From an optimization exercise on the open Yosys and OpenROAD flow, aimed at small area, a short achievable clock period and few clock cycles per item; shortcuts taken in it are not production practice.
No functional check of the RTL was part of any run shown here.
No activity file was given, so power comes from the tool's default toggle rates.

## design/flow/design.v

```verilog
module ironfe_sdb (
    input  wire         clk,
    input  wire         rst,           
    input  wire         cmd_valid,
    output wire         cmd_ready,
    input  wire [103:0] cmd_word,
    output wire         rsp_valid,
    output wire [47:0]  rsp_word,
    output wire         src_ready,
    input  wire         src_valid,
    input  wire         src_eos,
    input  wire [7:0]   src_data,
    output wire         src_close,
    output wire         dst_we,
    output wire [30:0]  dst_addr,
    output wire [7:0]   dst_data
);
    localparam [2:0] E_ARG     = 3'd1,
                     E_UNSUP   = 3'd2,
                     E_RUNLIT  = 3'd3,
                     E_RUNLEN  = 3'd4,
                     E_INVCHR  = 3'd5,
                     E_NOSTART = 3'd6,
                     E_NOEND   = 3'd7;
    localparam [7:0] RLE_MARKER = 8'h90;
    localparam [7:0] BH_MARK    = 8'h3A;
    localparam [7:0] BH_LF      = 8'h0A;
    localparam [7:0] BH_CR      = 8'h0D;
    function t6_ok;
        input [7:0] c;
        reg   [3:0] l;
        begin
            l = c[3:0];
            case (c[7:4])
                4'h2:    t6_ok = (l != 4'd0) && (l <= 4'd13);
                4'h3:    t6_ok = (l <= 4'd6) || (l == 4'd8) || (l == 4'd9);
                4'h4:    t6_ok = (l != 4'd15);
                4'h5:    t6_ok = (l <= 4'd6) || (l >= 4'd8 && l <= 4'd11);
                4'h6:    t6_ok = (l <= 4'd6) || (l >= 4'd8 && l <= 4'd13);
                4'h7:    t6_ok = (l <= 4'd2);
                default: t6_ok = 1'b0;
            endcase
        end
    endfunction
    function [5:0] t6_sx;
        input [7:0] c;
        reg   [5:0] base;
        reg         adj;
        begin
            base = 6'd0; adj = 1'b0;
            case (c[6:4])
                3'h2:    base = 6'd63;
                3'h3:    begin base = 6'd13; adj = 1'b1; end
                3'h4:    base = 6'd22;
                3'h5:    begin base = 6'd37; adj = 1'b1; end
                3'h6:    begin base = 6'd48; adj = 1'b1; end
                default: base = 6'd61;
            endcase
            t6_sx = base + {2'b00, c[3:0]} - {5'd0, adj & c[3]};
        end
    endfunction
    reg        idle_q;         
    reg        s_chk;          
    reg        s_eval;         
    reg        bad_q;
    reg        s_fetch;        
    reg        s_count;        
    reg        s_fill;         
    reg        s_start;        
    reg        rv_q;           
    reg [2:0]  code_q;
    reg [1:0]  sub_q;
    reg [7:0]  info_q;
    reg [30:0] n_q;            
    reg        cap31_q;
    reg        bad_off_q;
    reg        bad_cnt_q;
    reg        zero_q;
    reg [30:0] a_q;            
    reg [30:0] r_q;            
    reg        we_q;
    reg [7:0]  dd_q;
    reg        sr_q;           
    reg        close_q;
    reg [7:0]  b_q;            
    reg        bv_q;           
    reg        be_q;           
    reg        kind_q;         
    reg        fb_q;
    reg        fl_q;
    reg        bound_q;
    reg        bhend_q;        
    reg [7:0]  last_q;         
    reg        lv_q;           
    reg [7:0]  k_q;            
    reg [1:0]  held_q;         
    assign cmd_ready = idle_q;
    assign rsp_valid = rv_q;
    assign rsp_word  = {1'b0, n_q, info_q, 3'b000, sub_q, code_q};
    assign src_ready = sr_q;
    assign src_close = close_q;
    assign dst_we    = we_q;
    assign dst_addr  = a_q;
    assign dst_data  = dd_q;
    wire [2:0]  op       = cmd_word[2:0];
    wire        fb       = cmd_word[3];
    wire        fl       = cmd_word[4];
    wire [31:0] a_cap    = cmd_word[39:8];
    wire [31:0] a_offset = cmd_word[71:40];
    wire [31:0] a_count  = cmd_word[103:72];
    wire        t0       = idle_q && cmd_valid;
    wire [31:0] ck_a     = {1'b0, a_q};
    wire [31:0] ck_r     = {1'b0, r_q};
    wire [31:0] ck_c     = ~{cap31_q, n_q};
    wire [31:0] ck_s     = ck_a ^ ck_r ^ ck_c;
    wire [31:0] ck_k     = (ck_a & ck_r) | (ck_a & ck_c) | (ck_r & ck_c);
    wire [32:0] ck_t     = {1'b0, ck_s} + {ck_k, 1'b0};
    wire        bad_room = ck_t[32];
    wire        arg_bad  = bad_off_q || bad_cnt_q || bad_q;
    wire        go       = !arg_bad && !zero_q && !(kind_q && bhend_q);
    wire        fire     = sr_q && src_valid;
    wire        has      = bv_q || be_q;
    wire        d_mark   = (b_q == RLE_MARKER);
    wire        d_zero   = (b_q == 8'h00);
    wire        d_one    = (b_q == 8'h01);
    wire        d_two    = (b_q == 8'h02);
    wire        d_colon  = (b_q == BH_MARK);
    wire        d_nl     = (b_q == BH_LF) || (b_q == BH_CR);
    wire        d_ok     = t6_ok(b_q);
    wire [5:0]  sx       = t6_sx(b_q);
    reg  [7:0]  bh_byte;
    reg  [5:0]  bh_acc;
    always @(*) begin
        case (held_q)
            2'd0: begin bh_byte = {2'b00, sx};            bh_acc = sx;                 end
            2'd1: begin bh_byte = {last_q[1:0], sx};      bh_acc = 6'd0;               end
            2'd2: begin bh_byte = {last_q[3:0], sx[5:2]}; bh_acc = {4'd0, sx[1:0]};    end
            default: begin bh_byte = {last_q[5:0], sx[5:4]}; bh_acc = {2'd0, sx[3:0]}; end
        endcase
    end
    wire        bh_emit  = (held_q != 2'd0);
    wire        r_one    = (r_q == 31'd1);
    wire        r_eq2    = (r_q == 31'd2);
    wire        r_ge2    = (r_q[30:1] != 30'd0);
    wire        r_ge3    = r_ge2 && !r_eq2;
    wire        k_last   = (k_q == 8'd3);
    wire        k_owed   = (k_q >= 8'd3);
    reg        sched;         
    reg        done;          
    reg        to_fetch, to_count, to_fill, to_err;
    reg [7:0]  dd_n;
    reg [2:0]  ecode;
    always @(*) begin
        sched    = 1'b0;
        done     = 1'b0;
        to_fetch = 1'b0;
        to_count = 1'b0;
        to_fill  = 1'b0;
        to_err   = 1'b0;
        ecode    = 3'd0;
        dd_n     = last_q;
        if (s_eval) begin
            if (!go) begin
                done = 1'b1;
            end else if (k_owed) begin
                sched = 1'b1;
                if (r_one)       done = 1'b1;
                else if (k_last) to_fetch = 1'b1;
                else             to_fill = 1'b1;
            end else begin
                to_fetch = 1'b1;
            end
        end
        if (s_fill) begin
            sched = 1'b1;
            if (r_one)       done = 1'b1;
            else if (k_last) to_fetch = 1'b1;
            else             to_fill = 1'b1;
        end
        if (s_fetch) begin
            to_fetch = 1'b1;
            if (!kind_q) begin
                dd_n = b_q;
                if (be_q) begin
                    to_fetch = 1'b0;
                    done     = 1'b1;
                end else if (bv_q) begin
                    if (d_mark) begin
                        to_fetch = 1'b0;
                        to_count = 1'b1;
                    end else begin
                        sched = 1'b1;
                        if (r_one) begin
                            to_fetch = 1'b0;
                            done     = 1'b1;
                        end
                    end
                end
            end else begin
                dd_n = bh_byte;
                if (be_q) begin
                    to_fetch = 1'b0;
                    to_err   = 1'b1;
                    ecode    = E_NOEND;
                end else if (bv_q) begin
                    if (d_nl) begin
                    end else if (d_colon) begin
                        to_fetch = 1'b0;
                        done     = 1'b1;
                    end else if (!d_ok) begin
                        to_fetch = 1'b0;
                        to_err   = 1'b1;
                        ecode    = E_INVCHR;
                    end else if (bh_emit) begin
                        sched = 1'b1;
                        if (r_one) begin
                            to_fetch = 1'b0;
                            done     = 1'b1;
                        end
                    end
                end
            end
        end
        if (s_count) begin
            to_count = 1'b1;
            dd_n = d_zero ? RLE_MARKER : last_q;
            if (be_q) begin
                to_count = 1'b0;
                to_err   = 1'b1;
                ecode    = E_RUNLEN;
            end else if (bv_q) begin
                to_count = 1'b0;
                if (d_zero) begin
                    sched = 1'b1;
                    if (r_one) done = 1'b1;
                    else       to_fetch = 1'b1;
                end else if (!lv_q) begin
                    to_err = 1'b1;
                    ecode  = E_RUNLIT;
                end else if (d_one) begin
                    to_fetch = 1'b1;
                end else begin
                    sched = 1'b1;
                    if (r_one)      done = 1'b1;
                    else if (d_two) to_fetch = 1'b1;
                    else            to_fill = 1'b1;
                end
            end
        end
    end
    wire        full_nx  = fire;
    wire        rn_ge2   = sched ? r_ge3 : r_ge2;
    wire        k_last_nx = (s_fill && k_q == 8'd4) ||
                            (s_count && bv_q && lv_q && b_q == 8'd3);
    wire        in_term  = (src_data == BH_MARK) ||
                           !(t6_ok(src_data) || src_data == BH_LF || src_data == BH_CR);
    wire        in_short = (src_data[7:2] == 6'd0) && !(src_data[1] && src_data[0]) &&
                           (lv_q || src_data == 8'h00);
    reg         sr_n;
    always @(*) begin
        sr_n = 1'b0;
        if (to_fetch) begin
            if (!kind_q)
                sr_n = full_nx ? rn_ge2 : 1'b1;
            else
                sr_n = fire ? (rn_ge2 && !in_term) : 1'b1;
        end else if (to_count) begin
            sr_n = fire ? (rn_ge2 && in_short) : 1'b1;
        end else if (to_fill) begin
            sr_n = !full_nx && k_last_nx && rn_ge2;
        end
    end
    wire [30:0] a_p, n_p, r_p;
    assign a_p[0] = 1'b1;
    assign n_p[0] = 1'b1;
    assign r_p[0] = 1'b1;
    genvar gi;
    generate
        for (gi = 1; gi < 31; gi = gi + 1) begin : g_cnt
            assign a_p[gi] = &a_q[gi-1:0];
            assign n_p[gi] = &n_q[gi-1:0];
            assign r_p[gi] = ~|r_q[gi-1:0];
        end
    endgenerate
    always @(posedge clk) begin
        dd_q <= dd_n;
        b_q <= src_data;
        if (idle_q) begin
            a_q       <= a_offset[30:0];
            r_q       <= a_count[30:0];
            n_q       <= (op == 3'd2) ? a_cap[30:0] : 31'd0;
            cap31_q   <= a_cap[31];
            bad_off_q <= a_offset[31];
            bad_cnt_q <= a_count[31];
            zero_q    <= (a_count == 32'd0);
        end else begin
            a_q <= a_q ^ ({31{we_q}} & a_p);
            r_q <= r_q ^ ({31{sched}} & r_p);
            if (s_chk || to_err)
                n_q <= 31'd0;
            else if (s_eval)
                n_q <= {30'd0, sched};
            else
                n_q <= n_q ^ ({31{sched}} & n_p);
        end
        if (s_fill || (s_eval && sched))
            k_q <= k_q - 8'd1;
        else if (s_count && bv_q && lv_q)
            k_q <= b_q;
        if (s_fetch && bv_q && !kind_q && !d_mark) begin
            last_q <= b_q;
            lv_q   <= 1'b1;
        end
        if (s_count && bv_q && d_zero && fb_q) begin
            last_q <= RLE_MARKER;
            lv_q   <= 1'b1;
        end
        if (s_fetch && bv_q && kind_q && !d_nl) begin
            if (d_colon) begin
                last_q[5:0] <= 6'd0;
                held_q      <= 2'd0;
            end else if (d_ok) begin
                last_q[5:0] <= bh_acc;
                held_q      <= held_q + 2'd3;    
            end
        end
        if (s_fetch && bv_q && kind_q && d_colon)
            bhend_q <= 1'b1;
        if (to_err) begin
            code_q <= ecode;
            info_q <= (ecode == E_INVCHR) ? b_q : 8'd0;
        end
        if (s_chk)
            bad_q <= bad_room;
        if (s_eval && arg_bad) begin
            code_q <= E_ARG;
            sub_q  <= bad_off_q ? 2'd1 : bad_cnt_q ? 2'd2 : 2'd3;
        end
        if (rst) begin
            idle_q  <= 1'b1;
            s_chk   <= 1'b0;
            s_eval  <= 1'b0;
            s_fetch <= 1'b0;
            s_count <= 1'b0;
            s_fill  <= 1'b0;
            s_start <= 1'b0;
            rv_q    <= 1'b0;
            we_q    <= 1'b0;
            sr_q    <= 1'b0;
            bv_q    <= 1'b0;
            be_q    <= 1'b0;
            close_q <= 1'b0;
            bound_q <= 1'b0;
        end else begin
            close_q <= 1'b0;
            rv_q    <= 1'b0;
            we_q    <= sched;
            s_chk   <= 1'b0;
            s_eval  <= s_chk;
            bv_q    <= fire && !src_eos;
            be_q    <= fire &&  src_eos;
            if (t0) begin
                idle_q <= 1'b0;
                code_q <= 3'd0;
                sub_q  <= 2'd0;
                info_q <= 8'd0;
                case (op)
                    3'd0, 3'd1: begin
                        kind_q  <= op[0];
                        fb_q    <= fb && !op[0];
                        fl_q    <= fl;
                        lv_q    <= 1'b0;
                        k_q     <= 8'd0;
                        held_q  <= 2'd0;
                        last_q  <= 8'd0;
                        bhend_q <= 1'b0;
                        bound_q <= !op[0];
                        if (op[0]) begin
                            s_start <= 1'b1;
                            sr_q    <= 1'b1;
                        end else begin
                            idle_q <= 1'b1;
                            rv_q   <= 1'b1;
                        end
                    end
                    3'd2: begin
                        s_chk <= 1'b1;
                    end
                    3'd3: begin
                        if (bound_q) begin
                            close_q <= !fl_q;
                            bound_q <= 1'b0;
                        end
                        idle_q <= 1'b1;
                        rv_q   <= 1'b1;
                    end
                    default: begin
                        code_q <= E_UNSUP;
                        idle_q <= 1'b1;
                        rv_q   <= 1'b1;
                    end
                endcase
            end else if (s_start) begin
                sr_q <= sr_q && !fire;
                if (has) begin
                    s_start <= 1'b0;
                    idle_q  <= 1'b1;
                    rv_q    <= 1'b1;
                    if (bv_q && d_colon) begin
                        bound_q <= 1'b1;
                    end else begin
                        code_q <= E_NOSTART;
                        info_q <= be_q ? 8'd0 : b_q;
                    end
                end
            end else if (!idle_q) begin
                s_fetch <= to_fetch;
                s_count <= to_count;
                s_fill  <= to_fill;
                sr_q    <= sr_n;
                if (done || to_err) begin
                    idle_q <= 1'b1;
                    rv_q   <= 1'b1;
                end
            end
        end
    end
endmodule
```

## design/flow/flow/run.sh

```bash
#!/bin/bash
# Standard ORFS layout, with repair_timing asked for more setup slack than
# the design's clock needs and small port buffers.
set -o pipefail
bash standard.sh SETUP_SLACK_MARGIN=7 "BUFFER_PORTS_ARGS=-buffer_cell sky130_fd_sc_hd__buf_1" finish > standard_flow.log 2>&1
```

## design/flow/standard.sh

```bash
#!/bin/bash
# synth_recipe.tcl (not shown) runs the flow's synth.tcl, then flattens the netlist and writes it again
# the make line also repeats each setting of config.mk as NAME=value (left out here)
make -C /OpenROAD-flow-scripts/flow DESIGN_CONFIG=/design/flow/config.mk WORK_HOME=/design/flow/orfs CLKGATE_MAP_FILE= SYNTH_SCRIPT=/design/flow/synth_recipe.tcl "${@:-finish}"
```

## design/flow/config.mk

```make
export PLATFORM = sky130hd
export DESIGN_NAME = ironfe_sdb
export DESIGN_NICKNAME = ironfe_sdb
export VERILOG_FILES = /design/flow/design.v
export SDC_FILE = /design/flow/constraint.sdc
export NUM_CORES = 4
export LEC_CHECK = 0
export CAP_MARGIN = 20
export CORE_MARGIN = 2
export CORE_UTILIZATION = 40
export SLEW_MARGIN = 20
```

## design/flow/constraint.sdc

```tcl
create_clock -name core_clock -period 10.0 [get_ports {clk}]
set_input_delay 2.0000 -clock core_clock [delete_from_list [all_inputs] [get_ports {clk}]]
set_output_delay 2.0000 -clock core_clock [all_outputs]
set_load 0.01 [all_outputs]
```

==> results_tabular.tex, run 1 <==
\begin{tabular}{lr}
\hline
Metric & Value \\
\hline
\multicolumn{2}{l}{\textbf{Synthesis}} \\
Largest cells by area after synthesis & dfxtp\_1 (29\%), xnor2\_1 (6.6\%), fa\_1 (5.8\%) \\
Top-area cell type share of the netlist area & 29.3\% \\
Async S/R FF share, synth & 0\% \\
Distinct cells, synth & 90 \\
Commonest register cell after synthesis & dfxtp\_1 \\
Seq cells post-synth & 164 \\
Cells after synthesis & 1312 \\
Most area-hungry cell type in the Yosys netlist & dfxtp\_1 \\
Post-synthesis cell area & 10700 um2 \\
Number of warnings issued by yosys & 1 \\
Mean post-synth cell area & 8.13 um2 \\
Count of flip-flops with a built-in enable after synthesis & 8 \\
Share of the yosys chip area belonging to registers & 31.5\% \\
\multicolumn{2}{l}{\textbf{Floorplanning}} \\
Starting utilization of the core area & 40.8\% \\
Area of the core & 26100 um2 \\
Die area & 28000 um2 \\
Die span in y & 167 um \\
Die outline width & 167 um \\
Num rows & 59 \\
Number of top-level design ports & 209 \\
\multicolumn{2}{l}{\textbf{Clock network}} \\
CTS tree & built \\
Root Buffer Master & clkbuf\_16 \\
H-Tree Depth & 4 \\
Inserted Clock Buffers & 17 \\
Count of clock tree sinks & 164 \\
Later-pin clock latency in the skew report & 0.44 ns \\
Count of hold buffers inserted by post-cts repair & 0 \\
Clock-pin transition on the worst setup and hold timing paths & 0.06 ns \\
Clock Path Buffers & 2 \\
\multicolumn{2}{l}{\textbf{GRT}} \\
Largest net degree at the start of global routing & 82 \\
Global route total overflow & 0 \\
Antenna violations before repair & 1 \\
Vias in the first global route & 9426 \\
Global-route wire length before repair & 50600 um \\
Overall routing resource usage & 22.7\% \\
\multicolumn{2}{l}{\textbf{Power and ir drop}} \\
Clock Power Share & 36.1\% \\
Combinational group share of total power & 22.4\% \\
Largest vdd supply drop & 0.0869 mV \\
Power density over cell area & 141 nW/um2 \\
Design internal power & 1.25 mW \\
Switching portion of total power & 31.7\% \\
P\_sw & 0.579 mW \\
Seq pwr share & 41.5\% \\
Leakage power of the design & 5.28 nW \\
\multicolumn{2}{l}{\textbf{Placed design}} \\
Number of port buffers & 201 \\
Final weighted congestion of routability-driven global placement & 0.863 \\
Total placed cells including tap cells & 1793 \\
Post-DP HPWL & 23600 um \\
\multicolumn{2}{l}{\textbf{Layout}} \\
Ratio of cells with drive above 1 in the final layout & 17.9\% \\
Number of nets at the end of the flow & 1707 \\
Filler-free cell count of the finished design & 1858 \\
Post-synthesis to final-layout area growth & 21.4\% \\
Final design utilization & 49.5\% \\
\multicolumn{2}{l}{\textbf{STA}} \\
Period Utilization, post-route & 31.3\% \\
Final Hold Fails & 0 \\
Least-Margin Pin Slew & 1.03 ns \\
Pins Over Slew Limit & 0 \\
Final Skew & 0.0222 ns \\
Setup violations, final & 0 \\
Highest Clock Rate & 0.319 GHz \\
RSZ-0062 raised after global routing & true \\
Worst relative slew slack & 30.6\% \\
Final total negative setup slack & 0 ns \\
Final critical delay including setup and external delays & 3.13 ns \\
\multicolumn{2}{l}{\textbf{Drt}} \\
Aggregate routed wire length & 32700 um \\
Number of design rule violations left after detail routing & 0 \\
Per-cell via count in the routed design & 5.37 \\
Average wire per standard cell & 17.6 um \\
Number of vias in the routed layout & 9985 \\
Count of routing violations after the opening detailed-route iteration & 658 \\
Remaining antenna violation count after routing & 0 \\
Detailed-router iteration count before antenna repair & 16 \\
\multicolumn{2}{l}{\textbf{Worst setup path}} \\
Source of the critical timing path & src\_data[4] \\
FF-to-FF Start & b\_q[5]\$\_DFF\_P\_ \\
Type of destination of the critical path & register \\
Setup CP Type & primary input to register \\
Kind of start point of the critical path & primary input \\
Data required time at the worst endpoint & 10.32 ns \\
Worst endpoint data arrival time & 3.46 ns \\
Maximum fanout encountered on the critical timing path & 6 \\
\multicolumn{2}{l}{\textbf{Outcome}} \\
Outcome & finished clean \\
\multicolumn{2}{l}{\textbf{Worst hold path}} \\
Tightest Hold Check Type & register to register \\
Hold Startpoint & fl\_q\$\_DFFE\_PP\_ \\
\multicolumn{2}{l}{\textbf{Flow run}} \\
Max Cap Viol & 0 \\
\hline
\end{tabular}
==> critical path: stages <==
cell       delay [ns]
buf_4            0.14
a22o_1           0.17
nand2_1          0.07
o21ai_2          0.07
a2111oi_4        0.29
nor2_1           0.10
mux2i_2          0.23
o41ai_2          0.13
a221oi_1         0.25
==> cell usage after synthesis, drive strengths merged, types with 7 or more instances <==
| library cell | n |
|---|---|
| a211oi | 8 |
| a21o | 13 |
| a21oi | 59 |
| a22o | 11 |
| a31oi | 15 |
| and2 | 7 |
| and3 | 8 |
| buf | 25 |
| clkbuf | 38 |
| dfxtp | 156 |
| edfxtp | 8 |
| fa | 31 |
| ha | 49 |
| inv | 151 |
| mux2i | 14 |
| nand2 | 154 |
| nand2b | 11 |
| nand3 | 47 |
| nand3b | 8 |
| nand4 | 21 |
| nor2 | 84 |
| nor2b | 14 |
| nor3 | 41 |
| nor4 | 29 |
| o21ai | 118 |
| or3 | 8 |
| xnor2 | 80 |
| xor2 | 8 |
==> logic make-up (layout without fill, tap and decap cells) <==
family | count (synthesis) | count (layout) | synth area share, %
AND/OR/NAND/NOR | 462 | 463 | 21.6
adder cells (fa/ha/maj) | 82 | 82 | 11.8
flip-flops | 164 | 164 | 31.5
AO/OA/AOI/OAI | 284 | 284 | 17.9
other | 1 | 5 | 0.0352
multiplexers | 17 | 17 | 1.63
buffers and inverters | 214 | 420 | 8.32
XOR/XNOR | 88 | 88 | 7.23
==> layout by cell type (no fill, tap or decap), types with 47 or more instances in the layout <==
master and instances:
dfxtp_1 88, a21oi_1 49, nor2_1 78, nand3_1 47, ha_1 49, buf_1 146
nand2_1 153, inv_1 148, o21ai_1 47, o21ai_0 59, xnor2_1 78
==> registers in the layout, summed over array words and instances (netlist names), 2 cells and up <==
register / cells
k_q: 8
code_q: 3
n_q: 31
info_q: 8
dd_q: 8
a_q: 31
sub_q: 2
last_q: 8
held_q: 2
b_q: 8
r_q: 31
==> power by group through the flow <==
stage / clock network [mW] / logic, mW / registers (mW)
3_3_place_gp: 0 / 0.359 / 0.781
4_1_cts: 0.669 / 0.393 / 0.759
5_1_grt: 0.697 / 0.469 / 0.765
2_1_floorplan: 0 / 0.266 / 0.764
6_report: 0.660 / 0.408 / 0.758
3_5_place_dp: 0 / 0.366 / 0.781
==> final timing paths <==
| path | endpoint | slack [ns] | cells past startpoint |
|---|---|---|---|
| worst max-delay path | sr_q$_SDFFE_PP0P_ | 6.87 | 9 |
| worst min-delay path | close_q$_SDFF_PP0_ | 0.43 | 1 |
| worst max register to register | sr_q$_SDFFE_PP0P_ | 7.02 | 8 |
| worst min register to register | close_q$_SDFF_PP0_ | 0.43 | 1 |
==> cell type report <==
class / instances / area (um2)
fill: 2596 / 13200
multi-input combinational: 938 / 6680
sequential: 164 / 3540
timing repair buffer: 238 / 1160
inverter: 151 / 567
clock buffer: 23 / 520
tap: 335 / 419
clock inverter: 8 / 61.3
antenna: 1 / 2.50
==> stage by stage <==
stage	hold slack (ns)	total power, mW	instance area, um2	setup WS [ns]
after global placement	0.401	1.14	11600	6.11
after detailed placement	0.412	1.15	11600	6.15
after CTS	0.433	1.82	12600	6.76
after floorplan	0.390	1.03	10700	6.78
after global routing	0.454	1.93	12900	6.77
final	0.428	1.83	12900	6.87
==> layer usage <==
layer	part of all wire (%)	track usage, %	wire (um)	up-vias
met4	1.7	5.63	540	0
met3	6.2	4.09	2030	40
met5	0	0	0	-
met1	46	31.2	15100	4723
met2	46	37.0	15100	321
li1	-	-	-	4901
==> what timing repair did <==
action | in CTS | in global routing
pin swaps | 9 | 15
resized for setup | 119 | 92
buffers inserted | 20 | 12
endpoints found under the hold margin | 0 | 0
setup endpoints to repair | 129 | 132
cloned | 0 | 1
==> run 2, diff against run 1 <==
==> design/flow/flow/run.sh (replaced) <==
#!/bin/bash
# Standard ORFS layout, with repair_timing asked for more setup slack than
# the design's clock needs and small port buffers.
set -o pipefail
bash standard.sh SETUP_SLACK_MARGIN=7 "BUFFER_PORTS_ARGS=-buffer_cell sky130_fd_sc_hd__buf_1" CTS_BUF_LIST=sky130_fd_sc_hd__clkbuf_8 finish > standard_flow.log 2>&1
==> results_tabular.tex, run 2 <==
\begin{tabular}{lr}
\hline
Metric & Value \\
\hline
\multicolumn{2}{l}{\textbf{STA}} \\
Final Hold Fails & 0 (unchanged) \\
Final total negative setup slack & 0 ns (unchanged) \\
PnR worst setup slack & 6.85 ns (was 6.87 ns) \\
Highest Clock Rate & 0.317 GHz (was 0.319 GHz) \\
Pins Over Slew Limit & 0 (unchanged) \\
Least-Margin Pin Slew & 0.960 ns (was 1.03 ns) \\
Period Utilization, post-route & 31.5\% (was 31.3\%) \\
Setup violations, final & 0 (unchanged) \\
Worst relative slew slack & 35.5\% (was 30.6\%) \\
Final Skew & 0.0225 ns (was 0.0222 ns) \\
RSZ-0062 raised after global routing & true (unchanged) \\
Final critical delay including setup and external delays & 3.15 ns (was 3.13 ns) \\
\multicolumn{2}{l}{\textbf{Floorplanning}} \\
Starting utilization of the core area & 40.8\% (unchanged) \\
Die outline width & 167 um (unchanged) \\
Num rows & 59 (unchanged) \\
Number of top-level design ports & 209 (unchanged) \\
Area of the core & 26100 um2 (unchanged) \\
Die span in y & 167 um (unchanged) \\
Die area & 28000 um2 (unchanged) \\
\multicolumn{2}{l}{\textbf{Layout}} \\
Post-synthesis to final-layout area growth & 25.2\% (was 21.4\%) \\
Registers with the most flip-flops & a\_q x31, n\_q x31, r\_q x31 (unchanged) \\
Commonest non-fill, non-tap cells in the layout & nand2\_1 (153), inv\_1 (150), buf\_1 (117) (was nand2\_1 (153), inv\_1 (148), buf\_1 (146)) \\
Number of nets at the end of the flow & 1764 (was 1707) \\
Most common cell after layout, fill and taps aside & nand2\_1 (unchanged) \\
Ratio of cells with drive above 1 in the final layout & 23.4\% (was 17.9\%) \\
\multicolumn{2}{l}{\textbf{Synthesis}} \\
Mean post-synth cell area & 8.13 um2 (unchanged) \\
Post-synth top cells & dfxtp\_1 (156), nand2\_1 (153), inv\_1 (150), nor2\_1 (82), xnor2\_1 (80) (unchanged) \\
Seq cells post-synth & 164 (unchanged) \\
Commonest register cell after synthesis & dfxtp\_1 (unchanged) \\
Largest cells by area after synthesis & dfxtp\_1 (29\%), xnor2\_1 (6.6\%), fa\_1 (5.8\%) (unchanged) \\
Top-area cell type share of the netlist area & 29.3\% (unchanged) \\
Post-synthesis cell area & 10700 um2 (unchanged) \\
Share of the yosys chip area belonging to registers & 31.5\% (unchanged) \\
Cell with the most instances after synthesis & dfxtp\_1 (unchanged) \\
Distinct cells, synth & 90 (unchanged) \\
Count of flip-flops with a built-in enable after synthesis & 8 (unchanged) \\
Most area-hungry cell type in the Yosys netlist & dfxtp\_1 (unchanged) \\
Number of warnings issued by yosys & 1 (unchanged) \\
Cells after synthesis & 1312 (unchanged) \\
Async S/R FF share, synth & 0\% (unchanged) \\
\multicolumn{2}{l}{\textbf{Flow run}} \\
Max Cap Viol & 0 (unchanged) \\
\multicolumn{2}{l}{\textbf{Power and ir drop}} \\
Leakage power of the design & 5.63 nW (was 5.28 nW) \\
Largest vdd supply drop & 0.0676 mV (was 0.0869 mV) \\
Power density over cell area & 128 nW/um2 (was 141 nW/um2) \\
Final Total Pwr & 1.71 mW (was 1.83 mW) \\
\multicolumn{2}{l}{\textbf{Worst setup path}} \\
Setup CP Type & primary input to register (unchanged) \\
Setup slack of the worst register-to-register path & 6.97 ns (was 7.02 ns) \\
Cells along the critical path & buf\_2, a22o\_1, nand2\_1, o21ai\_2, a2111oi\_4, nor2\_1, mux2i\_1, o41ai\_2, a221oi\_1 (was buf\_4, a22o\_1, nand2\_1, o21ai\_2, a2111oi\_4, nor2\_1, mux2i\_2, o41ai\_2, a221oi\_1) \\
Maximum fanout encountered on the critical timing path & 6 (unchanged) \\
Data required time at the worst endpoint & 10.35 ns (was 10.32 ns) \\
Slowest cell on the critical path & a2111oi\_4 (unchanged) \\
Type of destination of the critical path & register (unchanged) \\
Kind of start point of the critical path & primary input (unchanged) \\
Worst endpoint data arrival time & 3.51 ns (was 3.46 ns) \\
Crit path largest cell delay & 0.29 ns (about the same) \\
\multicolumn{2}{l}{\textbf{Worst hold path}} \\
Tightest Hold Check Type & register to register (unchanged) \\
\multicolumn{2}{l}{\textbf{Clock network}} \\
Later-pin clock latency in the skew report & 0.47 ns (was 0.44 ns) \\
H-Tree Depth & 4 (unchanged) \\
Clock-pin transition on the worst setup and hold timing paths & 0.09 ns (was 0.06 ns) \\
Clock Path Buffers & 2 (unchanged) \\
Inserted Clock Buffers & 17 (unchanged) \\
CTS tree & built (unchanged) \\
Count of clock tree sinks & 164 (unchanged) \\
Root Buffer Master & clkbuf\_8 (was clkbuf\_16) \\
\multicolumn{2}{l}{\textbf{Placed design}} \\
Post-DP HPWL & 23600 um (unchanged) \\
Number of port buffers & 201 (unchanged) \\
Final weighted congestion of routability-driven global placement & 0.863 (unchanged) \\
Placement Setup Slack & 6.15 ns (unchanged) \\
\multicolumn{2}{l}{\textbf{Drt}} \\
Number of vias in the routed layout & 10.4k (was 9985) \\
Aggregate routed wire length & 33900 um (was 32700 um) \\
Number of design rule violations left after detail routing & 0 (unchanged) \\
Per-cell via count in the routed design & 5.42 (was 5.37) \\
Detailed-router iteration count before antenna repair & 18 (was 16) \\
Average wire per standard cell & 17.7 um (was 17.6 um) \\
Count of routing violations after the opening detailed-route iteration & 662 (was 658) \\
Remaining antenna violation count after routing & 0 (unchanged) \\
\multicolumn{2}{l}{\textbf{GRT}} \\
Vias in the first global route & 9611 (was 9426) \\
Global route total overflow & 0 (unchanged) \\
Overall routing resource usage & 23.0\% (was 22.7\%) \\
Global-route wire length before repair & 51400 um (was 50600 um) \\
Largest net degree at the start of global routing & 82 (unchanged) \\
Antenna violations before repair & 1 (unchanged) \\
\multicolumn{2}{l}{\textbf{Outcome}} \\
Outcome & finished clean (unchanged) \\
\hline
\end{tabular}
run 2: cell counts after synthesis:
Identical to the previous run, type by type.
run 2: worst paths after layout:
path,end,startpoint,cells past startpoint
setup / recovery,sr_q$_SDFFE_PP0P_,src_data[4],9
hold / removal,close_q$_SDFF_PP0_,fl_q$_DFFE_PP_,1
setup reg to reg,sr_q$_SDFFE_PP0P_,b_q[5]$_DFF_P_,8
hold reg to reg,close_q$_SDFF_PP0_,fl_q$_DFFE_PP_,1
run 2: timing repair:
item | in CTS | in global routing
hold buffers | 0 | 0
gates resized for setup | 206 | 66
buffers inserted | 51 | 37
pin swaps | 5 | 14
gates cloned | 0 | 2
setup endpoints to repair | 144 | 117
run 2: power breakdown:
group	internal [mW]	total, mW	switching (mW)	leakage [nW]
combinational	0.199	0.452	0.253	4.02
sequential	0.699	0.745	0.0461	1.40
clock	0.242	0.510	0.268	0.203
total	1.14	1.71	0.568	5.63
run 2: cells by family (layout without fill, tap and decap cells):
group,count (synthesis),in the layout,synth area share [%]
compound gates,284,284,17.9
simple gates,462,464,21.6
other cells,1,5,0.0352
fa+ha+maj,82,82,11.8
buf+inv,214,476,8.32
mux,17,17,1.63
xor+xnor,88,88,7.23
flops,164,164,31.5
run 2: layer usage:
metal  GRT usage (%)  vias to the layer above  wire length (um)
li1                -                     5025                 -
met1            31.5                     4969             15600
met2            37.4                      336             15500
met3            4.35                       40              2120
met4            6.28                        0               578
met5               0                        -                 0
run 2: through the flow:
| step | instances | hold slack [ns] | utilization [%] | instance area (um2) |
|---|---|---|---|---|
| final | 1915 | 0.431 | 51.1 | 13400 |
| after global routing | 1914 | 0.458 | 51.1 | 13400 |
| after CTS | 1875 | 0.437 | 48.9 | 12800 |
| after detailed placement | 1793 | 0.412 | 44.4 | 11600 |
| after global placement | 1793 | 0.401 | 44.4 | 11600 |
| after floorplan | 1315 | 0.390 | - | 10700 |
run 2: worst max-delay path, delay by kind of cell:
kind | cells | cell delay (ns)
AO/OA/AOI/OAI | 5 | 0.93
multiplexers | 1 | 0.26
AND/OR/NAND/NOR | 2 | 0.18
buffers and inverters | 1 | 0.14
run 2: cell type report:
cell class,instances,area [um2]
clock buffer,20,275
timing repair buffer,294,1650
inverter,151,567
clock inverter,11,125
sequential,164,3590
tap,335,419
antenna,1,2.50
fill,2561,12800
multi-input combinational,939,6720
==> run 3, diff against run 2 <==
--- a/design/flow/design.v
+++ b/design/flow/design.v
@@ -63,5 +63,4 @@
     reg        s_chk;          
     reg        s_eval;         
-    reg        bad_q;
     reg        s_fetch;        
     reg        s_count;        
@@ -74,7 +73,4 @@
     reg [30:0] n_q;            
     reg        cap31_q;
-    reg        bad_off_q;
-    reg        bad_cnt_q;
-    reg        zero_q;
     reg [30:0] a_q;            
     reg [30:0] r_q;            
@@ -117,6 +113,5 @@
     wire [32:0] ck_t     = {1'b0, ck_s} + {ck_k, 1'b0};
     wire        bad_room = ck_t[32];
-    wire        arg_bad  = bad_off_q || bad_cnt_q || bad_q;
-    wire        go       = !arg_bad && !zero_q && !(kind_q && bhend_q);
+    wire        go       = (code_q == 3'd0) && (r_q != 31'd0) && !(kind_q && bhend_q);
     wire        fire     = sr_q && src_valid;
     wire        has      = bv_q || be_q;
@@ -291,7 +286,4 @@
             n_q       <= (op == 3'd2) ? a_cap[30:0] : 31'd0;
             cap31_q   <= a_cap[31];
-            bad_off_q <= a_offset[31];
-            bad_cnt_q <= a_count[31];
-            zero_q    <= (a_count == 32'd0);
         end else begin
             a_q <= a_q ^ ({31{we_q}} & a_p);
@@ -331,9 +323,8 @@
             info_q <= (ecode == E_INVCHR) ? b_q : 8'd0;
         end
-        if (s_chk)
-            bad_q <= bad_room;
-        if (s_eval && arg_bad) begin
+        if (s_chk && (sub_q != 2'd0 || bad_room)) begin
             code_q <= E_ARG;
-            sub_q  <= bad_off_q ? 2'd1 : bad_cnt_q ? 2'd2 : 2'd3;
+            if (sub_q == 2'd0)
+                sub_q <= 2'd3;
         end
         if (rst) begin
@@ -386,4 +377,5 @@
                     3'd2: begin
                         s_chk <= 1'b1;
+                        sub_q <= a_offset[31] ? 2'd1 : a_count[31] ? 2'd2 : 2'd0;
                     end
                     3'd3: begin
==> design/flow/flow/run.sh (replaced) <==
#!/bin/bash
# Standard ORFS layout, with repair_timing asked for more setup slack than
# the design's clock needs and small port buffers.
set -o pipefail
bash standard.sh SETUP_SLACK_MARGIN=7 "BUFFER_PORTS_ARGS=-buffer_cell sky130_fd_sc_hd__buf_1" finish > standard_flow.log 2>&1
==> results_tabular.tex, run 3 <==
\begin{tabular}{lr}
\hline
Metric & Value \\
\hline
\multicolumn{2}{l}{\textbf{Outcome}} \\
Outcome & finished clean (unchanged) \\
\multicolumn{2}{l}{\textbf{Placed design}} \\
Number of port buffers & 201 (unchanged) \\
Final weighted congestion of routability-driven global placement & 0.888 (was 0.863) \\
Post-DP HPWL & 23200 um (was 23600 um) \\
Dpl cell area & 11400 um2 (was 11600 um2) \\
\multicolumn{2}{l}{\textbf{STA}} \\
Final total negative setup slack & 0 ns (unchanged) \\
Least-Margin Pin Slew & 0.983 ns (was 0.960 ns) \\
Hold slack final & 0.490 ns (was 0.431 ns) \\
Setup violations, final & 0 (unchanged) \\
RSZ-0062 raised after global routing & true (unchanged) \\
Final Skew & 0.0149 ns (was 0.0225 ns) \\
Highest Clock Rate & 0.318 GHz (was 0.317 GHz) \\
Pins Over Slew Limit & 0 (unchanged) \\
Worst relative slew slack & 34.2\% (was 35.5\%) \\
Final critical delay including setup and external delays & 3.14 ns (was 3.15 ns) \\
Final Hold Fails & 0 (unchanged) \\
Period Utilization, post-route & 31.4\% (was 31.5\%) \\
\multicolumn{2}{l}{\textbf{Synthesis}} \\
Post-synthesis cell area & 10400 um2 (was 10700 um2) \\
Cells after synthesis & 1313 (was 1312) \\
Mean post-synth cell area & 7.90 um2 (was 8.13 um2) \\
Largest cells by area after synthesis & dfxtp\_1 (30\%), fa\_1 (6.0\%), ha\_1 (5.9\%) (was dfxtp\_1 (29\%), xnor2\_1 (6.6\%), fa\_1 (5.8\%)) \\
Async S/R FF share, synth & 0\% (unchanged) \\
Distinct cells, synth & 74 (was 90) \\
Post-synth top cells & nand2\_1 (159), dfxtp\_1 (156), inv\_1 (155), o21ai\_0 (111), nor2\_1 (71) (was dfxtp\_1 (156), nand2\_1 (153), inv\_1 (150), nor2\_1 (82), xnor2\_1 (80)) \\
Seq cells post-synth & 160 (was 164) \\
Most area-hungry cell type in the Yosys netlist & dfxtp\_1 (unchanged) \\
Count of flip-flops with a built-in enable after synthesis & 4 (was 8) \\
Number of warnings issued by yosys & 1 (unchanged) \\
Share of the yosys chip area belonging to registers & 31.3\% (was 31.5\%) \\
Top-area cell type share of the netlist area & 30.1\% (was 29.3\%) \\
Commonest register cell after synthesis & dfxtp\_1 (unchanged) \\
Cell with the most instances after synthesis & nand2\_1 (was dfxtp\_1) \\
\multicolumn{2}{l}{\textbf{Layout}} \\
Registers with the most flip-flops & a\_q x31, n\_q x31, r\_q x31 (unchanged) \\
Post-synthesis to final-layout area growth & 31.5\% (was 25.2\%) \\
Commonest non-fill, non-tap cells in the layout & inv\_1 (154), nand2\_1 (152), buf\_1 (141) (was nand2\_1 (153), inv\_1 (150), buf\_1 (117)) \\
Ratio of cells with drive above 1 in the final layout & 22.9\% (was 23.4\%) \\
Final instance area & 13600 um2 (was 13400 um2) \\
Most common cell after layout, fill and taps aside & inv\_1 (was nand2\_1) \\
Number of inserted diodes & 0 (was 1) \\
Number of fillers in the final layout & 2398 (was 2561) \\
Number of nets at the end of the flow & 1753 (was 1764) \\
\multicolumn{2}{l}{\textbf{Floorplanning}} \\
Num rows & 58 (was 59) \\
Number of top-level design ports & 209 (unchanged) \\
Area of the core & 25300 um2 (was 26100 um2) \\
Die span in y & 165 um (was 167 um) \\
Die outline width & 165 um (was 167 um) \\
Die area & 27200 um2 (was 28000 um2) \\
Starting utilization of the core area & 41.0\% (was 40.8\%) \\
\multicolumn{2}{l}{\textbf{Worst setup path}} \\
Cells along the critical path & or4\_4, or4\_4, or4\_4, a41oi\_4, buf\_6, buf\_6, a21o\_4, or2\_4, xnor2\_1, o21ai\_0 (was buf\_2, a22o\_1, nand2\_1, o21ai\_2, a2111oi\_4, nor2\_1, mux2i\_1, o41ai\_2, a221oi\_1) \\
Total buffers and inverters traversed by the critical path & 2 (was 1) \\
Maximum fanout encountered on the critical timing path & 7 (was 6) \\
Data required time at the worst endpoint & 10.28 ns (was 10.35 ns) \\
Kind of start point of the critical path & register (was primary input) \\
Setup CP Type & register to register (was primary input to register) \\
Crit path largest cell delay & 0.52 ns (was 0.29 ns) \\
Worst endpoint data arrival time & 3.43 ns (was 3.51 ns) \\
Critical path's top delay family & simple AND/OR/NAND/NOR gates (was compound AO/OA/AOI/OAI gates) \\
Type of destination of the critical path & register (unchanged) \\
Most Frequent Cell on Critical Path & or4\_4 \\
Slowest cell on the critical path & or4\_4 (was a2111oi\_4) \\
\multicolumn{2}{l}{\textbf{GRT}} \\
Antenna violations before repair & 0 (was 1) \\
Largest net degree at the start of global routing & 70 (was 82) \\
Vias in the first global route & 9573 (was 9611) \\
GRT met1 Usage & 30.6\% (was 31.5\%) \\
Met2 track demand over resource in global routing & 41.3\% (was 37.4\%) \\
Overall routing resource usage & 23.8\% (was 23.0\%) \\
Global route total overflow & 0 (unchanged) \\
Global-route wire length before repair & 50600 um (was 51400 um) \\
Busiest layer in global routing & met2 (unchanged) \\
Met3 layer usage reported by global route & 2.90\% (was 4.35\%) \\
\multicolumn{2}{l}{\textbf{Clock network}} \\
Root Buffer Master & clkbuf\_16 (was clkbuf\_8) \\
CTS tree & built (unchanged) \\
Later-pin clock latency in the skew report & 0.44 ns (was 0.47 ns) \\
H-Tree Depth & 4 (unchanged) \\
Count of hold buffers inserted by post-cts repair & 0 (unchanged) \\
Clock-pin transition on the worst setup and hold timing paths & 0.07 ns (was 0.09 ns) \\
Inserted Clock Buffers & 17 (unchanged) \\
Clock Path Buffers & 2 (unchanged) \\
Count of clock tree sinks & 160 (was 164) \\
\multicolumn{2}{l}{\textbf{Drt}} \\
Average wire per standard cell & 17.9 um (was 17.7 um) \\
Number of vias in the routed layout & 10.3k (was 10.4k) \\
Number of design rule violations left after detail routing & 0 (unchanged) \\
Remaining antenna violation count after routing & 0 (unchanged) \\
Detailed-router iteration count before antenna repair & 5 (was 18) \\
Per-cell via count in the routed design & 5.43 (was 5.42) \\
Aggregate routed wire length & 34000 um (was 33900 um) \\
Count of routing violations after the opening detailed-route iteration & 852 (was 662) \\
\multicolumn{2}{l}{\textbf{Power and ir drop}} \\
Largest vdd supply drop & 0.0880 mV (was 0.0676 mV) \\
Power density over cell area & 138 nW/um2 (was 128 nW/um2) \\
Leakage power of the design & 5.70 nW (was 5.63 nW) \\
\multicolumn{2}{l}{\textbf{Flow run}} \\
Max Cap Viol & 0 (unchanged) \\
\multicolumn{2}{l}{\textbf{Worst hold path}} \\
Tightest Hold Check Type & register to register (unchanged) \\
\hline
\end{tabular}
-- run 3: what timing repair did --
item | 4_1_cts | 5_1_grt
endpoints found under the setup margin | 164 | 135
resized for setup | 238 | 126
pin swaps | 65 | 62
gates cloned | 5 | 1
hold endpoints to repair | 0 | 0
buffers inserted | 43 | 25
-- run 3: cells by family (layout without fill, tap and decap cells) --
group           Yosys count  count (layout)  synth area share (%)
compound gates          294             299                  17.6
other cells               1               4                0.0361
fa+ha+maj                80              80                  11.9
xor+xnor                 85              85                  7.18
flops                   160             160                  31.3
buf+inv                 216             463                  8.24
mux                      16              16                  1.57
simple gates            461             462                  22.2
-- run 3: per-layer routing --
metal,vias up,part of all wire (%)
met2,323,50
met1,4924,43
met4,0,2.3
met3,45,4.6
li1,5021,-
met5,-,0
-- run 3: worst reg2reg max path, stage by stage (launching register included) --
cell	delay, ns
dfxtp_2	0.32
or4_4	0.52
or4_4	0.51
or4_4	0.51
a41oi_4	0.27
buf_6	0.18
buf_6	0.10
a21o_4	0.23
or2_4	0.16
xnor2_1	0.10
o21ai_0	0.09
-- run 3: area by class of cell --
class	instances	area, um2	share of cell area, %
multi-input cells	946	7100	52.0
flip-flops and latches	160	3420	25.0
repair buffers	275	1560	11.4
inverters	156	588	4.31
clock buffers	17	425	3.12
well taps	330	413	3.03
clock inverters	15	149	1.09
-- run 3: report_power, final --
group | leakage [nW] | internal [mW] | total [mW] | switching, mW
combinational | 4.07 | 0.204 | 0.469 | 0.265
clock | 0.272 | 0.351 | 0.657 | 0.307
sequential | 1.36 | 0.692 | 0.758 | 0.0665
-- run 3: worst paths after layout --
path              startpoint              to  slack [ns]  cells past startpoint
max          r_q[30]$_DFF_P_  r_q[6]$_DFF_P_        6.86                     10
min           k_q[3]$_DFF_P_  k_q[3]$_DFF_P_        0.49                      2
max reg2reg  r_q[30]$_DFF_P_  r_q[6]$_DFF_P_        6.86                     10
min reg2reg   k_q[3]$_DFF_P_  k_q[3]$_DFF_P_        0.49                      2
-- run 3: per-stage QoR --
stage / setup slack, ns / total power, mW / utilization [%] / std cells
floorplan: 6.90 / 1.04 / - / 1316
global placement: 5.95 / 1.15 / 44.8 / 1792
detailed placement: 6.00 / 1.16 / 44.8 / 1792
CTS: 6.85 / 1.86 / 51.6 / 1872
global route: 6.78 / 1.98 / 53.9 / 1899
finish: 6.86 / 1.88 / 53.9 / 1899
==> run 4, diff against run 3 <==
--- a/design/flow/design.v
+++ b/design/flow/design.v
@@ -252,18 +252,10 @@
     wire        in_short = (src_data[7:2] == 6'd0) && !(src_data[1] && src_data[0]) &&
                            (lv_q || src_data == 8'h00);
-    reg         sr_n;
-    always @(*) begin
-        sr_n = 1'b0;
-        if (to_fetch) begin
-            if (!kind_q)
-                sr_n = full_nx ? rn_ge2 : 1'b1;
-            else
-                sr_n = fire ? (rn_ge2 && !in_term) : 1'b1;
-        end else if (to_count) begin
-            sr_n = fire ? (rn_ge2 && in_short) : 1'b1;
-        end else if (to_fill) begin
-            sr_n = !full_nx && k_last_nx && rn_ge2;
-        end
-    end
+    wire        sr_keep  = to_fetch || to_count || (to_fill && k_last_nx && rn_ge2);
+    wire        sr_any   = rn_ge2 && to_fetch && !kind_q;
+    wire        sr_bh    = rn_ge2 && to_fetch && kind_q;
+    wire        sr_short = rn_ge2 && to_count;
+    wire        sr_n     = fire ? (sr_any || (sr_bh && !in_term) || (sr_short && in_short))
+                                : sr_keep;
     wire [30:0] a_p, n_p, r_p;
     assign a_p[0] = 1'b1;
==> results_tabular.tex, run 4 <==
\begin{tabular}{lr}
\hline
Metric & Value \\
\hline
\multicolumn{2}{l}{\textbf{Outcome}} \\
Outcome & finished clean (unchanged) \\
\multicolumn{2}{l}{\textbf{Power and ir drop}} \\
Largest vdd supply drop & 0.0842 mV (was 0.0880 mV) \\
Leakage power of the design & 5.15 nW (was 5.70 nW) \\
Final Total Pwr & 1.85 mW (was 1.88 mW) \\
Power density over cell area & 144 nW/um2 (was 138 nW/um2) \\
\multicolumn{2}{l}{\textbf{Synthesis}} \\
Simple logic cell fraction of the synthesized area & 21.4\% (was 22.2\%) \\
Cells after synthesis & 1312 (was 1313) \\
Largest cells by area after synthesis & dfxtp\_1 (30\%), xnor2\_1 (6.8\%), o21ai\_0 (6.1\%) (was dfxtp\_1 (30\%), fa\_1 (6.0\%), ha\_1 (5.9\%)) \\
Share of the yosys chip area belonging to registers & 31.4\% (was 31.3\%) \\
Most area-hungry cell type in the Yosys netlist & dfxtp\_1 (unchanged) \\
Commonest register cell after synthesis & dfxtp\_1 (unchanged) \\
Dominant combinational cell family by area after synthesis & simple AND/OR/NAND/NOR gates (unchanged) \\
Distinct cells, synth & 78 (was 74) \\
Count of flip-flops with a built-in enable after synthesis & 4 (unchanged) \\
Post-synth top cells & nand2\_1 (166), dfxtp\_1 (156), inv\_1 (153), o21ai\_0 (126), nor2\_1 (96) (was nand2\_1 (159), dfxtp\_1 (156), inv\_1 (155), o21ai\_0 (111), nor2\_1 (71)) \\
Cell with the most instances after synthesis & nand2\_1 (unchanged) \\
Area share of fa/ha/maj cells after synthesis & 12.2\% (was 11.9\%) \\
Compound-Gate Fraction of Synth Area & 18.2\% (was 17.6\%) \\
Top-area cell type share of the netlist area & 30.3\% (was 30.1\%) \\
Seq cells post-synth & 160 (unchanged) \\
Number of warnings issued by yosys & 1 (unchanged) \\
Async S/R FF share, synth & 0\% (unchanged) \\
Mean post-synth cell area & 7.86 um2 (was 7.90 um2) \\
Post-synthesis cell area & 10300 um2 (was 10400 um2) \\
Fraction of synthesized cell area in xor and xnor cells & 7.05\% (was 7.18\%) \\
Proportion of synthesized area in mux cells & 1.41\% (was 1.57\%) \\
\multicolumn{2}{l}{\textbf{Drt}} \\
DR WL met2 & 15100 um (was 17000 um) \\
Count of routing violations after the opening detailed-route iteration & 635 (was 852) \\
Highest metal layer with signal wires & met4 (unchanged) \\
Detailed-router iteration count before antenna repair & 6 (was 5) \\
Remaining antenna violation count after routing & 0 (unchanged) \\
Number of vias in the routed layout & 9916 (was 10.3k) \\
Wire length the detailed router placed on met1 & 13800 um (was 14600 um) \\
Per-cell via count in the routed design & 5.31 (was 5.43) \\
Number of design rule violations left after detail routing & 0 (unchanged) \\
Average wire per standard cell & 16.7 um (was 17.9 um) \\
Aggregate routed wire length & 31100 um (was 34000 um) \\
Total met3 wirelength after detailed routing & 1510 um (was 1550 um) \\
\multicolumn{2}{l}{\textbf{Worst setup path}} \\
Critical path's top delay family & compound AO/OA/AOI/OAI gates (was simple AND/OR/NAND/NOR gates) \\
Cells along the critical path & buf\_4, buf\_4, or3\_1, or4\_1, o41ai\_2, o2111a\_1, a31oi\_1, o32a\_1, o21ai\_1 (was or4\_4, or4\_4, or4\_4, a41oi\_4, buf\_6, buf\_6, a21o\_4, or2\_4, xnor2\_1, o21ai\_0) \\
Data required time at the worst endpoint & 10.35 ns (was 10.28 ns) \\
Maximum fanout encountered on the critical timing path & 7 (unchanged) \\
Crit path largest cell delay & 0.59 ns (was 0.52 ns) \\
Worst endpoint data arrival time & 3.35 ns (was 3.43 ns) \\
R2R depth & 9 (was 10) \\
Worst path depth & 9 (was 10) \\
Kind of start point of the critical path & register (unchanged) \\
Type of destination of the critical path & register (unchanged) \\
Most Frequent Cell on Critical Path & buf\_4 (was or4\_4) \\
Total buffers and inverters traversed by the critical path & 2 (unchanged) \\
Slowest cell on the critical path & or4\_1 (was or4\_4) \\
Setup CP Type & register to register (unchanged) \\
\multicolumn{2}{l}{\textbf{Clock network}} \\
Count of hold buffers inserted by post-cts repair & 0 (unchanged) \\
Clock Path Buffers & 2 (unchanged) \\
Inserted Clock Buffers & 17 (unchanged) \\
Clock-pin transition on the worst setup and hold timing paths & 0.06 ns (was 0.07 ns) \\
H-Tree Depth & 4 (unchanged) \\
Root Buffer Master & clkbuf\_16 (unchanged) \\
Later-pin clock latency in the skew report & 0.44 ns (about the same) \\
CTS tree & built (unchanged) \\
Count of clock tree sinks & 160 (unchanged) \\
\multicolumn{2}{l}{\textbf{STA}} \\
Final critical delay including setup and external delays & 3.00 ns (was 3.14 ns) \\
Least-Margin Pin Slew & 0.779 ns (was 0.983 ns) \\
Final Skew & 0.0147 ns (was 0.0149 ns) \\
Final Hold Fails & 0 (unchanged) \\
Hold slack final & 0.426 ns (was 0.490 ns) \\
Pins Over Slew Limit & 0 (unchanged) \\
Setup violations, final & 0 (unchanged) \\
Worst relative slew slack & 47.6\% (was 34.2\%) \\
PnR worst setup slack & 7.00 ns (was 6.86 ns) \\
Highest Clock Rate & 0.333 GHz (was 0.318 GHz) \\
Period Utilization, post-route & 30.0\% (was 31.4\%) \\
RSZ-0062 raised after global routing & true (unchanged) \\
Final total negative setup slack & 0 ns (unchanged) \\
\multicolumn{2}{l}{\textbf{GRT}} \\
Overall routing resource usage & 22.4\% (was 23.8\%) \\
Vias in the first global route & 9234 (was 9573) \\
Global-route wire length before repair & 47600 um (was 50600 um) \\
Global route total overflow & 0 (unchanged) \\
Antenna violations before repair & 0 (unchanged) \\
Largest net degree at the start of global routing & 56 (was 70) \\
\multicolumn{2}{l}{\textbf{Layout}} \\
Most common cell after layout, fill and taps aside & nand2\_1 (was inv\_1) \\
Final instance area & 12800 um2 (was 13600 um2) \\
Footprint of the multi-input gates & 6570 um2 (was 7100 um2) \\
Number of fillers in the final layout & 2468 (was 2398) \\
Registers with the most flip-flops & a\_q x31, n\_q x31, r\_q x31 (unchanged) \\
Commonest non-fill, non-tap cells in the layout & nand2\_1 (164), inv\_1 (151), buf\_1 (144) (was inv\_1 (154), nand2\_1 (152), buf\_1 (141)) \\
Filler-free cell count of the finished design & 1869 (was 1899) \\
Number of nets at the end of the flow & 1723 (was 1753) \\
Ratio of cells with drive above 1 in the final layout & 17.8\% (was 22.9\%) \\
Number of inserted diodes & 0 (unchanged) \\
Final design utilization & 50.8\% (was 53.9\%) \\
FF+latch area & 3410 um2 (was 3420 um2) \\
Post-synthesis to final-layout area growth & 24.4\% (was 31.5\%) \\
\multicolumn{2}{l}{\textbf{Floorplanning}} \\
Area of the core & 25300 um2 (about the same) \\
Die span in y & 165 um (about the same) \\
Num rows & 58 (unchanged) \\
Number of top-level design ports & 209 (unchanged) \\
Die outline width & 165 um (about the same) \\
Die area & 27100 um2 (was 27200 um2) \\
Starting utilization of the core area & 40.8\% (was 41.0\%) \\
\multicolumn{2}{l}{\textbf{Placed design}} \\
Total placed cells including tap cells & 1790 (was 1792) \\
Dpl cell area & 11300 um2 (was 11400 um2) \\
Post-DP HPWL & 22300 um (was 23200 um) \\
Number of port buffers & 201 (unchanged) \\
Placement Setup Slack & 6.06 ns (was 6.00 ns) \\
Final weighted congestion of routability-driven global placement & 0.894 (was 0.888) \\
\multicolumn{2}{l}{\textbf{Flow run}} \\
Max Cap Viol & 0 (unchanged) \\
\multicolumn{2}{l}{\textbf{Worst hold path}} \\
Cell count of the worst hold path & 1 (was 2) \\
Tightest Hold Check Type & register to register (unchanged) \\
\hline
\end{tabular}
[run 4: cell count changes after synthesis, sizes merged, moves of 9 or more]
cell,previous run,this run
nand3,42,30
a21oi,58,48
o21ai,116,131
xor2,27,3
xnor2,58,80
nor2,71,96
and3,15,6
[run 4: timing repair]
item,in CTS,in global routing
cloned,1,0
endpoints found under the setup margin,163,135
buffers inserted,20,26
gates resized for setup,119,104
pin swaps,9,15
[run 4: cell families (layout without fill, tap and decap cells)]
family	after synthesis	after routing
other	1	4
adder cells (fa/ha/maj)	82	82
buffers and inverters	216	439
AND/OR/NAND/NOR	455	455
AO/OA/AOI/OAI	301	302
XOR/XNOR	83	83
flip-flops	160	160
multiplexers	14	14
[run 4: path summary, 6_finish.rpt]
| kind | start | endpoint | slack (ns) |
|---|---|---|---|
| worst min-delay path | fl_q$_DFFE_PP_ | close_q$_SDFF_PP0_ | 0.43 |
| worst max register to register | b_q[5]$_DFF_P_ | sr_q$_SDFFE_PP0P_ | 7.00 |
| worst max-delay path | b_q[5]$_DFF_P_ | sr_q$_SDFFE_PP0P_ | 7.00 |
| worst min register to register | fl_q$_DFFE_PP_ | close_q$_SDFF_PP0_ | 0.43 |
[run 4: layer usage]
layer  up-vias  track usage (%)
met5         -                0
met4         0             7.67
met3        45             3.26
met2       247             38.1
met1      4705             29.0
li1       4919                -
[run 4: layout make-up]
cell class	count	area share [%]
repair buffers	253	9.81
clock buffers	21	3.60
clock inverters	11	1.00
multi-input cells	940	51.2
inverters	154	4.56
well taps	330	3.22
flip-flops and latches	160	26.6
[run 4: worst reg2reg max path, cell delays in order (launching register included)]
cell	delay (ns)
dfxtp_4	0.38
buf_4	0.15
buf_4	0.15
or3_1	0.30
or4_1	0.59
o41ai_2	0.53
o2111a_1	0.33
a31oi_1	0.06
o32a_1	0.35
o21ai_1	0.08
[run 4: report_power, final]
part	internal, mW	leakage, nW	switching, mW	total (mW)
Combinational	0.183	3.51	0.247	0.430
Clock	0.385	0.280	0.286	0.671
Sequential	0.688	1.36	0.0620	0.750
==> run 5, diff against run 4 <==
--- a/design/flow/design.v
+++ b/design/flow/design.v
@@ -61,5 +61,4 @@
     endfunction
     reg        idle_q;         
-    reg        s_chk;          
     reg        s_eval;         
     reg        s_fetch;        
@@ -113,5 +112,7 @@
     wire [32:0] ck_t     = {1'b0, ck_s} + {ck_k, 1'b0};
     wire        bad_room = ck_t[32];
-    wire        go       = (code_q == 3'd0) && (r_q != 31'd0) && !(kind_q && bhend_q);
+    wire        arg_bad  = (sub_q != 2'd0) || bad_room;
+    wire        cnt_zero = (r_q == 31'd0);
+    wire        go       = !arg_bad && !cnt_zero && !(kind_q && bhend_q);
     wire        fire     = sr_q && src_valid;
     wire        has      = bv_q || be_q;
@@ -252,10 +253,18 @@
     wire        in_short = (src_data[7:2] == 6'd0) && !(src_data[1] && src_data[0]) &&
                            (lv_q || src_data == 8'h00);
-    wire        sr_keep  = to_fetch || to_count || (to_fill && k_last_nx && rn_ge2);
-    wire        sr_any   = rn_ge2 && to_fetch && !kind_q;
-    wire        sr_bh    = rn_ge2 && to_fetch && kind_q;
-    wire        sr_short = rn_ge2 && to_count;
-    wire        sr_n     = fire ? (sr_any || (sr_bh && !in_term) || (sr_short && in_short))
-                                : sr_keep;
+    reg         sr_n;
+    always @(*) begin
+        sr_n = 1'b0;
+        if (to_fetch) begin
+            if (!kind_q)
+                sr_n = full_nx ? rn_ge2 : 1'b1;
+            else
+                sr_n = fire ? (rn_ge2 && !in_term) : 1'b1;
+        end else if (to_count) begin
+            sr_n = fire ? (rn_ge2 && in_short) : 1'b1;
+        end else if (to_fill) begin
+            sr_n = !full_nx && k_last_nx && rn_ge2;
+        end
+    end
     wire [30:0] a_p, n_p, r_p;
     assign a_p[0] = 1'b1;
@@ -280,9 +289,9 @@
         end else begin
             a_q <= a_q ^ ({31{we_q}} & a_p);
-            r_q <= r_q ^ ({31{sched}} & r_p);
-            if (s_chk || to_err)
-                n_q <= 31'd0;
-            else if (s_eval)
+            r_q <= r_q ^ ({31{sched || (s_eval && k_owed)}} & r_p);
+            if (s_eval)
                 n_q <= {30'd0, sched};
+            else if (to_err)
+                n_q <= 31'd0;
             else
                 n_q <= n_q ^ ({31{sched}} & n_p);
@@ -315,5 +324,5 @@
             info_q <= (ecode == E_INVCHR) ? b_q : 8'd0;
         end
-        if (s_chk && (sub_q != 2'd0 || bad_room)) begin
+        if (s_eval && arg_bad) begin
             code_q <= E_ARG;
             if (sub_q == 2'd0)
@@ -322,5 +331,4 @@
         if (rst) begin
             idle_q  <= 1'b1;
-            s_chk   <= 1'b0;
             s_eval  <= 1'b0;
             s_fetch <= 1'b0;
@@ -339,6 +347,5 @@
             rv_q    <= 1'b0;
             we_q    <= sched;
-            s_chk   <= 1'b0;
-            s_eval  <= s_chk;
+            s_eval  <= 1'b0;
             bv_q    <= fire && !src_eos;
             be_q    <= fire &&  src_eos;
@@ -368,6 +375,6 @@
                     end
                     3'd2: begin
-                        s_chk <= 1'b1;
-                        sub_q <= a_offset[31] ? 2'd1 : a_count[31] ? 2'd2 : 2'd0;
+                        s_eval <= 1'b1;
+                        sub_q  <= a_offset[31] ? 2'd1 : a_count[31] ? 2'd2 : 2'd0;
                     end
                     3'd3: begin
==> results_tabular.tex, run 5 <==
\begin{tabular}{lr}
\hline
Metric & Value \\
\hline
\multicolumn{2}{l}{\textbf{Drt}} \\
Number of design rule violations left after detail routing & 0 (unchanged) \\
Total met3 wirelength after detailed routing & 1860 um (was 1510 um) \\
Highest metal layer with signal wires & met4 (unchanged) \\
Number of vias in the routed layout & 9936 (was 9916) \\
Per-cell via count in the routed design & 5.42 (was 5.31) \\
Aggregate routed wire length & 32100 um (was 31100 um) \\
Remaining antenna violation count after routing & 0 (unchanged) \\
Average wire per standard cell & 17.5 um (was 16.7 um) \\
DR WL met2 & 15100 um (about the same) \\
\multicolumn{2}{l}{\textbf{Worst setup path}} \\
Worst endpoint data arrival time & 3.82 ns (was 3.35 ns) \\
Maximum fanout encountered on the critical timing path & 3 (was 7) \\
Type of destination of the critical path & register (unchanged) \\
Cells along the critical path & clkinv\_4, fa\_1, ha\_1, nor2b\_4, a311o\_1, o211ai\_1, a31oi\_4, o41a\_4, buf\_12, or4\_4, xor2\_1, o21ai\_1 (was buf\_4, buf\_4, or3\_1, or4\_1, o41ai\_2, o2111a\_1, a31oi\_1, o32a\_1, o21ai\_1) \\
Setup CP Type & register to register (unchanged) \\
Data required time at the worst endpoint & 10.32 ns (was 10.35 ns) \\
Kind of start point of the critical path & register (unchanged) \\
\multicolumn{2}{l}{\textbf{Layout}} \\
Most common cell after layout, fill and taps aside & nand2\_1 (unchanged) \\
FF+latch area & 3390 um2 (was 3410 um2) \\
Footprint of the multi-input gates & 6850 um2 (was 6570 um2) \\
Commonest non-fill, non-tap cells in the layout & nand2\_1 (153), buf\_1 (146), inv\_1 (103) (was nand2\_1 (164), inv\_1 (151), buf\_1 (144)) \\
Registers with the most flip-flops & a\_q x31, n\_q x31, r\_q x31 (unchanged) \\
Ratio of cells with drive above 1 in the final layout & 21.5\% (was 17.8\%) \\
Number of nets at the end of the flow & 1687 (was 1723) \\
Number of fillers in the final layout & 2447 (was 2468) \\
Post-synthesis to final-layout area growth & 27.8\% (was 24.4\%) \\
\multicolumn{2}{l}{\textbf{Floorplanning}} \\
Number of top-level design ports & 209 (unchanged) \\
Area of the core & 25300 um2 (unchanged) \\
Num rows & 58 (unchanged) \\
Die area & 27000 um2 (was 27100 um2) \\
Die outline width & 164 um (was 165 um) \\
\multicolumn{2}{l}{\textbf{STA}} \\
Setup violations, final & 0 (unchanged) \\
RSZ-0062 raised after global routing & true (unchanged) \\
Worst relative slew slack & 37.9\% (was 47.6\%) \\
Final total negative setup slack & 0 ns (unchanged) \\
Final Skew & 0.0113 ns (was 0.0147 ns) \\
Final Hold Fails & 0 (unchanged) \\
Period Utilization, post-route & 35.0\% (was 30.0\%) \\
Hold slack final & 0.427 ns (was 0.426 ns) \\
Pins Over Slew Limit & 0 (unchanged) \\
Final critical delay including setup and external delays & 3.50 ns (was 3.00 ns) \\
\multicolumn{2}{l}{\textbf{Synthesis}} \\
Post-synthesis cell area & 10300 um2 (about the same) \\
Number of warnings issued by yosys & 1 (unchanged) \\
Commonest register cell after synthesis & dfxtp\_1 (unchanged) \\
Post-synth top cells & dfxtp\_1 (155), nand2\_1 (155), o21ai\_0 (121), inv\_1 (107), nor2\_1 (66) (was nand2\_1 (166), dfxtp\_1 (156), inv\_1 (153), o21ai\_0 (126), nor2\_1 (96)) \\
Top-area cell type share of the netlist area & 30.2\% (was 30.3\%) \\
Mean post-synth cell area & 8.10 um2 (was 7.86 um2) \\
Count of flip-flops with a built-in enable after synthesis & 4 (unchanged) \\
Cells after synthesis & 1271 (was 1312) \\
Async S/R FF share, synth & 0\% (unchanged) \\
Share of the yosys chip area belonging to registers & 31.3\% (was 31.4\%) \\
Most area-hungry cell type in the Yosys netlist & dfxtp\_1 (unchanged) \\
Seq cells post-synth & 159 (was 160) \\
\multicolumn{2}{l}{\textbf{Worst hold path}} \\
Tightest Hold Check Type & register to register (unchanged) \\
\multicolumn{2}{l}{\textbf{Outcome}} \\
Outcome & finished clean (unchanged) \\
\multicolumn{2}{l}{\textbf{GRT}} \\
Global-route wire length before repair & 49600 um (was 47600 um) \\
Vias in the first global route & 9203 (was 9234) \\
Overall routing resource usage & 23.3\% (was 22.4\%) \\
Largest net degree at the start of global routing & 71 (was 56) \\
Global route total overflow & 0 (unchanged) \\
\multicolumn{2}{l}{\textbf{Flow run}} \\
Max Cap Viol & 0 (unchanged) \\
\multicolumn{2}{l}{\textbf{Power and ir drop}} \\
Leakage power of the design & 5.18 nW (was 5.15 nW) \\
Power density over cell area & 145 nW/um2 (was 144 nW/um2) \\
\multicolumn{2}{l}{\textbf{Clock network}} \\
Later-pin clock latency in the skew report & 0.44 ns (about the same) \\
CTS tree & built (unchanged) \\
Root Buffer Master & clkbuf\_16 (unchanged) \\
Count of clock tree sinks & 159 (was 160) \\
Clock-pin transition on the worst setup and hold timing paths & 0.07 ns (was 0.06 ns) \\
Clock Path Buffers & 2 (unchanged) \\
Inserted Clock Buffers & 17 (unchanged) \\
\multicolumn{2}{l}{\textbf{Placed design}} \\
Post-DP HPWL & 22600 um (was 22300 um) \\
Final weighted congestion of routability-driven global placement & 0.872 (was 0.894) \\
\hline
\end{tabular}
-- run 5: final timing paths --
path,cells past startpoint,start,end,slack [ns]
worst max-delay path,12,n_q[2]$_DFF_P_,n_q[27]$_DFF_P_,6.50
worst min-delay path,1,fl_q$_DFFE_PP_,close_q$_SDFF_PP0_,0.43
worst max register to register,12,n_q[2]$_DFF_P_,n_q[27]$_DFF_P_,6.50
worst min register to register,1,fl_q$_DFFE_PP_,close_q$_SDFF_PP0_,0.43
-- run 5: cells by family (layout without fill, tap and decap cells) --
family | count (synthesis) | after routing | synth area share, %
flip-flops | 159 | 159 | 31.3
multiplexers | 22 | 22 | 2.27
other | 1 | 5 | 0.0364
adder cells (fa/ha/maj) | 80 | 80 | 12.0
XOR/XNOR | 87 | 87 | 7.40
buffers and inverters | 177 | 406 | 6.95
AND/OR/NAND/NOR | 459 | 459 | 22.5
AO/OA/AOI/OAI | 286 | 286 | 17.5
-- run 5: metal layers --
metal  up-vias  GRT usage, %
li1       4898             -
met1      4703          32.1
met2       307          38.2
met3        28          3.52
met4         0          5.57
met5         -             0
-- run 5: through the flow --
stage | utilization [%] | total power [mW] | cell area [um2] | instances | setup slack (ns)
2_1_floorplan | - | 1.03 | 10400 | 1274 | 6.51
4_1_cts | 49.7 | 1.88 | 12600 | 1797 | 6.54
6_report | 52.1 | 1.91 | 13200 | 1834 | 6.50
3_5_place_dp | 44.7 | 1.16 | 11300 | 1741 | 5.84
5_1_grt | 52.1 | 2.01 | 13200 | 1833 | 6.39
3_3_place_gp | 44.7 | 1.15 | 11300 | 1741 | 5.90
-- run 5: what timing repair did --
item                                    CTS  global route
buffers inserted                         22            35
gates resized for setup                 182            96
pin swaps                                14            27
hold buffers                              0             0
gates cloned                              2             1
endpoints found under the setup margin  148           115
-- run 5: worst max-delay path, delay by kind of cell (launching register included) --
family | cells | cell delay [ns]
and+or+nand+nor | 2 | 0.64
adders and majority gates | 2 | 0.73
xor gates and xnor gates | 1 | 0.16
buffers and inverters | 2 | 0.22
DFF | 1 | 0.37
AOI/OAI and AO/OA | 5 | 1.27
-- run 5: power breakdown --
part	leakage (nW)	switching, mW	internal (mW)
logic	3.55	0.256	0.205
clock network	0.294	0.306	0.384
registers	1.34	0.0694	0.687
total	5.18	0.632	1.28
-- run 5: area by class of cell --
| class | instances | area share [%] |
|---|---|---|
| Antenna cell | 1 | 0.0190 |
| Clock buffer | 18 | 3.34 |
| Clock inverter | 14 | 1.29 |
| Inverter | 110 | 3.37 |
| Multi-Input combinational cell | 938 | 52.0 |
| Sequential cell | 159 | 25.8 |
| Tap cell | 330 | 3.14 |
| Timing Repair Buffer | 262 | 10.8 |
| Timing Repair inverter | 2 | 0.171 |
